This design comes from an exercise in tuning for small area, a short achievable clock period and few clock cycles on the open sky130 flow, not from production work.
In this exercise RTL edits were held to simulation tests only and were not proved equivalent to the original.
Power is estimated from default activity; no workload was simulated.

--- design/flow/constraint.sdc ---
create_clock -name core_clock -period 9.0 [get_ports {clk}]
set_input_delay 1.8000 -clock core_clock [delete_from_list [all_inputs] [get_ports {clk}]]
set_output_delay 1.8000 -clock core_clock [all_outputs]
set_load 0.01 [all_outputs]
--- design/flow/run.sh ---
#!/bin/bash
# synth_recipe.tcl (not shown) runs the flow's synth.tcl, then flattens the netlist and writes it again
# the make line also repeats each setting of config.mk as NAME=value (left out here)
make -C /OpenROAD-flow-scripts/flow DESIGN_CONFIG=/design/flow/config.mk WORK_HOME=/design/flow/orfs CLKGATE_MAP_FILE= SYNTH_SCRIPT=/design/flow/synth_recipe.tcl finish
--- design/flow/config.mk ---
export PLATFORM = sky130hd
export DESIGN_NAME = fu64
export DESIGN_NICKNAME = fu64
export VERILOG_FILES = /design/flow/design.v
export SDC_FILE = /design/flow/constraint.sdc
export NUM_CORES = 4
export LEC_CHECK = 0
export CAP_MARGIN = 20
export CORE_MARGIN = 2
export CORE_UTILIZATION = 40
export PLACE_DENSITY = 0.6
export SLEW_MARGIN = 20
--- design/flow/design.v ---
module fu64 (
    input  wire        clk,
    input  wire        rst,
    input  wire        flush,
    input  wire        in_valid,
    output wire        in_ready,
    input  wire [4:0]  in_op,
    input  wire [63:0] in_a,
    input  wire [63:0] in_b,
    input  wire [19:0] in_imm,
    input  wire [63:0] in_pc,
    output wire        out_valid,
    input  wire        out_ready,
    output wire [63:0] out_result,
    output wire        out_taken,
    output wire        out_fault,
    output wire        out_div0
);
    localparam OP_ADD  = 5'd0,  OP_SUB  = 5'd1,  OP_AND  = 5'd2,  OP_OR   = 5'd3;
    localparam OP_XOR  = 5'd4,  OP_SLL  = 5'd5,  OP_SRL  = 5'd6,  OP_SRA  = 5'd7;
    localparam OP_MUL  = 5'd8,  OP_DIV  = 5'd9,  OP_DIVU = 5'd10, OP_REM  = 5'd11;
    localparam OP_REMU = 5'd12, OP_ADDI = 5'd13, OP_ANDI = 5'd14, OP_ORI  = 5'd15;
    localparam OP_XORI = 5'd16, OP_SLLI = 5'd17, OP_SRLI = 5'd18, OP_SRAI = 5'd19;
    localparam OP_LD   = 5'd20, OP_SD   = 5'd21, OP_BEQ  = 5'd22, OP_BNE  = 5'd23;
    localparam OP_BLT  = 5'd24, OP_BGE  = 5'd25, OP_LUI  = 5'd26, OP_JAL  = 5'd27;
    localparam ST_IDLE = 2'd0, ST_DIV = 2'd1, ST_DONE = 2'd2, ST_MUL = 2'd3;
    reg  [1:0]  state;
    reg  [63:0] res_q;
    reg         taken_q;
    reg         fault_q;
    reg         div0_q;
    reg  [63:0] dv_quo;      
    reg  [64:0] dv_rem;      
    reg  [63:0] dv_den;      
    reg  [6:0]  dv_cnt;
    reg         dv_neg_q;    
    reg         dv_neg_r;    
    reg         dv_want_rem;
    reg         dv_ovf;
    reg  [63:0] mul_acc;
    reg  [63:0] mul_a;
    reg  [63:0] mul_b;
    assign in_ready   = (state == ST_IDLE) || (state == ST_DONE && out_ready);
    assign out_valid  = (state == ST_DONE);
    assign out_result = res_q;
    assign out_taken  = taken_q;
    assign out_fault  = fault_q;
    assign out_div0   = div0_q;
    wire accept = in_valid && in_ready && !flush;
    wire [63:0] imm64  = {{44{in_imm[19]}}, in_imm};
    wire [5:0]  sh_reg = in_b[5:0];
    wire [5:0]  sh_imm = in_imm[5:0];
    wire        is_mul_op = (in_op == OP_MUL);
    wire        is_div_op = (in_op == OP_DIV) || (in_op == OP_DIVU) ||
                            (in_op == OP_REM) || (in_op == OP_REMU);
    reg  [63:0] alu_res;
    reg         alu_taken;
    always @(*) begin
        alu_res   = 64'd0;
        alu_taken = 1'b0;
        case (in_op)
            OP_ADD:  alu_res = in_a + in_b;
            OP_SUB:  alu_res = in_a - in_b;
            OP_AND:  alu_res = in_a & in_b;
            OP_OR:   alu_res = in_a | in_b;
            OP_XOR:  alu_res = in_a ^ in_b;
            OP_SLL:  alu_res = in_a << sh_reg;
            OP_SRL:  alu_res = in_a >> sh_reg;
            OP_SRA:  alu_res = $signed(in_a) >>> sh_reg;
            OP_ADDI: alu_res = in_a + imm64;
            OP_ANDI: alu_res = in_a & imm64;
            OP_ORI:  alu_res = in_a | imm64;
            OP_XORI: alu_res = in_a ^ imm64;
            OP_SLLI: alu_res = in_a << sh_imm;
            OP_SRLI: alu_res = in_a >> sh_imm;
            OP_SRAI: alu_res = $signed(in_a) >>> sh_imm;
            OP_LD:   alu_res = in_a + imm64;
            OP_SD:   alu_res = in_a + imm64;
            OP_BEQ, OP_BNE, OP_BLT, OP_BGE: begin
                case (in_op)
                    OP_BEQ:  alu_taken = (in_a == in_b);
                    OP_BNE:  alu_taken = (in_a != in_b);
                    OP_BLT:  alu_taken = ($signed(in_a) <  $signed(in_b));
                    default: alu_taken = ($signed(in_a) >= $signed(in_b));
                endcase
                alu_res = alu_taken ? (in_pc + {imm64[62:0], 1'b0}) : (in_pc + 64'd4);
            end
            OP_LUI:  alu_res = {imm64[51:0], 12'd0};
            OP_JAL:  alu_res = in_pc + 64'd4;
            default: alu_res = 64'd0;
        endcase
    end
    wire        div_signed = (in_op == OP_DIV) || (in_op == OP_REM);
    wire        b_zero     = (in_b == 64'd0);
    wire [63:0] den_in     = b_zero ? 64'd1 : in_b;
    wire        a_neg      = div_signed && in_a[63];
    wire        d_neg      = div_signed && den_in[63];
    wire [63:0] a_mag      = a_neg ? (64'd0 - in_a) : in_a;
    wire [63:0] d_mag      = d_neg ? (64'd0 - den_in) : den_in;
    wire        ovf_in     = div_signed && (in_a == 64'h8000000000000000) &&
                             (den_in == 64'hFFFFFFFFFFFFFFFF);
    wire [64:0] dv_shift = {dv_rem[63:0], dv_quo[63]};
    wire [64:0] dv_diff  = dv_shift - {1'b0, dv_den};
    wire        dv_ge    = !dv_diff[64];
    wire [63:0] quo_fix  = dv_neg_q ? (64'd0 - dv_quo) : dv_quo;
    wire [63:0] rem_fix  = dv_neg_r ? (64'd0 - dv_rem[63:0]) : dv_rem[63:0];
    always @(posedge clk) begin
        if (rst) begin
            state <= ST_IDLE;
        end else if (flush) begin
            state <= ST_IDLE;
        end else begin
            case (state)
                ST_IDLE, ST_DONE: begin
                    if (accept) begin
                        if (is_mul_op) begin
                            state   <= ST_MUL;
                            mul_acc <= 64'd0;
                            mul_a   <= in_a;
                            mul_b   <= in_b;
                            dv_cnt  <= 7'd0;
                            taken_q <= 1'b0;
                            fault_q <= 1'b0;
                            div0_q  <= 1'b0;
                        end else if (is_div_op) begin
                            state       <= ST_DIV;
                            dv_quo      <= a_mag;
                            dv_rem      <= 65'd0;
                            dv_den      <= d_mag;
                            dv_cnt      <= 7'd0;
                            dv_neg_q    <= a_neg ^ d_neg;
                            dv_neg_r    <= a_neg;
                            dv_want_rem <= (in_op == OP_REM) || (in_op == OP_REMU);
                            dv_ovf      <= ovf_in;
                            div0_q      <= b_zero;
                            taken_q     <= 1'b0;
                        end else begin
                            state   <= ST_DONE;
                            res_q   <= alu_res;
                            taken_q <= alu_taken;
                            fault_q <= 1'b0;
                            div0_q  <= 1'b0;
                        end
                    end else if (state == ST_DONE && out_ready) begin
                        state <= ST_IDLE;
                    end
                end
                ST_DIV: begin
                    if (dv_cnt == 7'd64) begin
                        state   <= ST_DONE;
                        fault_q <= dv_ovf;
                        if (dv_ovf)
                            res_q <= 64'd0;
                        else
                            res_q <= dv_want_rem ? rem_fix : quo_fix;
                    end else begin
                        dv_cnt <= dv_cnt + 7'd1;
                        dv_quo <= {dv_quo[62:0], dv_ge};
                        dv_rem <= dv_ge ? dv_diff : dv_shift;
                    end
                end
                ST_MUL: begin
                    if (dv_cnt == 7'd64) begin
                        state <= ST_DONE;
                        res_q <= mul_acc;
                    end else begin
                        dv_cnt  <= dv_cnt + 7'd1;
                        if (mul_b[0])
                            mul_acc <= mul_acc + mul_a;
                        mul_a   <= {mul_a[62:0], 1'b0};
                        mul_b   <= {1'b0, mul_b[63:1]};
                    end
                end
                default: state <= ST_IDLE;
            endcase
        end
    end
endmodule
==> summary.txt <==
through the flow:
step           hold slack (ns)  std cells  instance area [sq um]  total power, mW  util [%]
2_1_floorplan            0.496       8099                  64300             4.39         -
3_3_place_gp             0.502      10200                  70500             5.95      44.1
3_5_place_dp             0.513      10200                  70500             5.94      44.1
4_1_cts                  0.527      10300                  72600             8.61      45.4
5_1_grt                  0.546      10300                  72700             8.93      45.4
6_report                 0.524      10300                  72700             8.83      45.5
layer usage:
metal	global-route usage [%]	vias to the layer above	routed length, microns
li1	-	30500	-
met1	63.2	36200	161000
met2	67.7	5824	164000
met3	19.3	1200	60200
met4	27.9	38	29700
met5	0	-	289
final timing paths:
kind	from	endpoint	slack, ns	cells after the start
worst max register to register	dv_quo[63]	dv_rem[22]	3.01	17
worst max-delay path	in_op[0]	res_q[25]	1.18	15
worst min-delay path	mul_b[14]	mul_b[13]	0.52	2
worst min register to register	mul_b[14]	mul_b[13]	0.52	2
kinds of logic after synthesis:
group	after synthesis	share of synthesized area (%)
adders and majority gates	344	6.76
AOI/OAI and AO/OA	2603	25.9
xor gates and xnor gates	639	8.71
DFF	464	21.6
muxes	617	13.4
and+or+nand+nor	2520	17.9
buffers and inverters	912	5.64
cell usage after synthesis (all sizes together), types with 17 or more instances:
cell type  instances  area share (%)
a211oi           162             1.9
nor2b             49            0.48
a21oi            703             5.5
mux2i            384             6.0
buf              133             1.1
clkbuf           526             3.1
inv              247             1.4
and2              45            0.44
o31ai             94             1.1
o211ai            82            0.96
a2111oi           29            0.40
o22ai             53            0.52
nand2b            71            0.69
o41ai             37            0.54
nand2           1121             6.6
ha               339             6.6
nand3            198             1.5
nor3             141             1.1
a32oi             19            0.26
or3               55            0.56
o21ai            664             5.2
nor4              44            0.45
o21a              48            0.56
nand4            113             1.1
or4               35            0.43
o221ai            94             1.3
a221o             27            0.42
a21o             205             2.4
mux4             191             6.7
and4              21            0.29
or2               24            0.23
xnor2            378             5.2
a221oi            72             1.0
xor2             261             3.6
mux2              42            0.74
and3              73            0.71
a31oi             63            0.61
o21bai            63            0.74
a211o             17            0.23
a22oi             32            0.37
a21boi            20            0.23
nor2             497             2.9
edfxtp           462              22
state kept, by name (all words and copies together), names as in the netlist:
signal and count:
dv_den 64, dv_quo 64, dv_rem 64, mul_a 64, mul_acc 64, mul_b 64
res_q 64, dv_cnt 7, state 2, div0_q 1, dv_neg_q 1, dv_neg_r 1
dv_ovf 1, dv_want_rem 1, fault_q 1, taken_q 1
area by class of cell:
type                    count  area [sq um]  share of cell area, %
diodes                     23          57.6                 0.0791
clock buffers              70          1580                   2.17
clock inverters            44           513                  0.705
inverters                 253           950                   1.31
multi-input cells        6723         47200                   64.8
flip-flops and latches    464         13900                   19.1
well taps                2086          2610                   3.59
repair buffers            681          5950                   8.18
power groups by stage:
stage | sequential [mW] | combinational [mW] | clock (mW)
4_1_cts | 2.43 | 3.48 | 2.70
3_3_place_gp | 2.48 | 3.47 | 0
6_report | 2.43 | 3.69 | 2.71
2_1_floorplan | 2.47 | 1.92 | 0
5_1_grt | 2.43 | 3.74 | 2.76
3_5_place_dp | 2.48 | 3.46 | 0
worst max-delay path: cells and delay by family:
kind | cells | cell delay [ns]
AND/OR/NAND/NOR | 5 | 1.96
buffers and inverters | 3 | 1.44
AO/OA/AOI/OAI | 3 | 1.06
multiplexers | 4 | 1.93
==> key figures <==
Timing
  – Count of final setup violators: 0
  – Max-slew violations: 0
  – Max Freq: 0.128 GHz
  – Slew Limit Headroom: 8.18%
  – Setup total negative slack: 0 ns
  – Post-route clock period utilization: 86.9%
  – RSZ-0062 raised after global routing: false
  – Worst slew pin tran: about 1.4 ns
  – Final worst slack: 1.18 ns
  – Fin Clk Skew: about 0.072 ns
  – Period minus WS final: 7.82 ns
  – Endpoints failing hold: 0

Power and ir drop
  – Leak: between 20 and 30 nW
  – Power per cell area: 121 nW/um^2
  – Max VDD drop: 0.151 mV
  – Sw Share: 41.6%
  – Psw: 3.67 mW
  – Combinational share of power: 41.8%
  – Sequential power share: between 20 and 30%
  – P_int: between 5 and 6 mW
  – Clock Power Share: 30.6%

Yosys
  – Count of flip-flops with a built-in enable after synthesis: roughly 460
  – Mapped Cells: 8099
  – Sequential area share after synthesis: 21.6%
  – Syn Nets: 8665
  – Synth async-reset ratio: 0%
  – Flops & latches, synth: 464
  – Mapped cell area: 64300 sq um
  – Dominant synthesized flop cell: edfxtp_1
  – Syn_area_per_cell: between 7 and 8 sq um
  – Distinct cells, synth: 103
  – Count of warnings emitted by yosys: 1

CTS
  – Maximum buffer depth of the clock tree: 3
  – Clock root buffer: clkbuf_16
  – Num CTS Buffers: 61
  – Post-CTS Setup Bufs: 0
  – Htree depth: 2
  – Worst-Skew Late Latency: 0.75 ns
  – Clock slew at reported path FFs: 0.07 ns
  – Post-CTS resize count: 0
  – Clk sink count: 464
  – Post-CTS Hold Buffers: 0
  – CTS tree: built

Setup path
  – Worst endpoint data arrival time: 8.26 ns
  – Critical-path cell list: clkdlybuf4s50_1 > buf_4 > nor2b_1 > nand2_1 > mux2i_4 > buf_12 > mux4_2 > mux2i_1 > mux2i_1 > nor2_1 > a211oi_1 > nor3_1 > o221ai_1 > a222oi_1 > nand2_1
  – Max incr delay on CP: 0.84 ns
  – Data required, critical path: 9.43 ns
  – Crit path max fanout: 26
  – Startpoint types: primary input
  – Slowest cell on crit path: mux2i_4
  – Critical path class: primary input to flip-flop
  – Crit end category: flip-flop

Drt
  – DR iter-0 viols: 12.9k
  – TritonRoute pass-1 iters: 10
  – Final ANT Viol Nets: 0
  – Total Wirelength: about 420000 microns
  – DR DRC count: 0
  – Routed len/inst: 40.1 microns
  – Via-per-instance ratio: 7.13
  – Via Count: roughly 74k

Finish
  – # nets final: 8750
  – Synthesis-to-layout area growth: 13.2%
  – Commonest non-fill, non-tap cell in the layout: nand2_1
  – Fillers: 16.0k
  – Share of layout cells above drive strength 1: 10.3%
  – Most frequent cells in the layout: nand2_1 (1115), a21oi_1 (698), o21ai_0 (613)

Run status
  – Status: timing/DRC/antenna clean

GRT
  – GRT Util Overall: roughly 49%
  – Pin count of the biggest net entering global routing: 129
  – Total global routing overflow: 0
  – Vias in the first global route: 67.0k
  – First-pass GRT wire length: 555000 microns
  – Initial antenna violation count: 43

Floorplanning
  – Starting density of the core: about two fifths
  – # rows: 147
  – Die width: 405 microns
  – Die Ht: 405 microns
  – Die ar.: 164000 sq um
  – Core area: between 150000 and 200000 sq um
  – Num ports: slightly below 300

Run
  – Max capacitance violation total: 0

Placement
  – DP Wirelength: 331000 microns
  – IO buf count: 290
  – Routability Congestion: 1.12
  – Post-place setup slack: 0.780 ns

Hold path
  – Hold/Removal Path Class: flip-flop to flip-flop
Testbench counts, summed over its fixed seeds: cycles 61,851.

## separate check: timing with driven ports
No port has a modelled driver above. Below, the same layout with a new extraction and two added sets of constraints.
Step 1, drivers: a clkbuf_16 drives clk and a buf_2 each remaining input, both assumed.
Step 2 times the ports against the registers' clock, not the clock port: input delays grow and output delays shrink by t, the midpoint of the rising clock arrivals with the driver on.
Slacks: ideal / step 1 / step 2; pairs: ideal / step 1.
t (ns): 0.800
setup slack, ns: 1.178 / 1.227 / 0.427
hold slack, ns: 0.524 / 0.524 / 0.524
After both steps setup and hold are still met in this run. For this run, drivers alone change the setup slack by +0.049 ns; drivers and shift together by -0.751 ns.
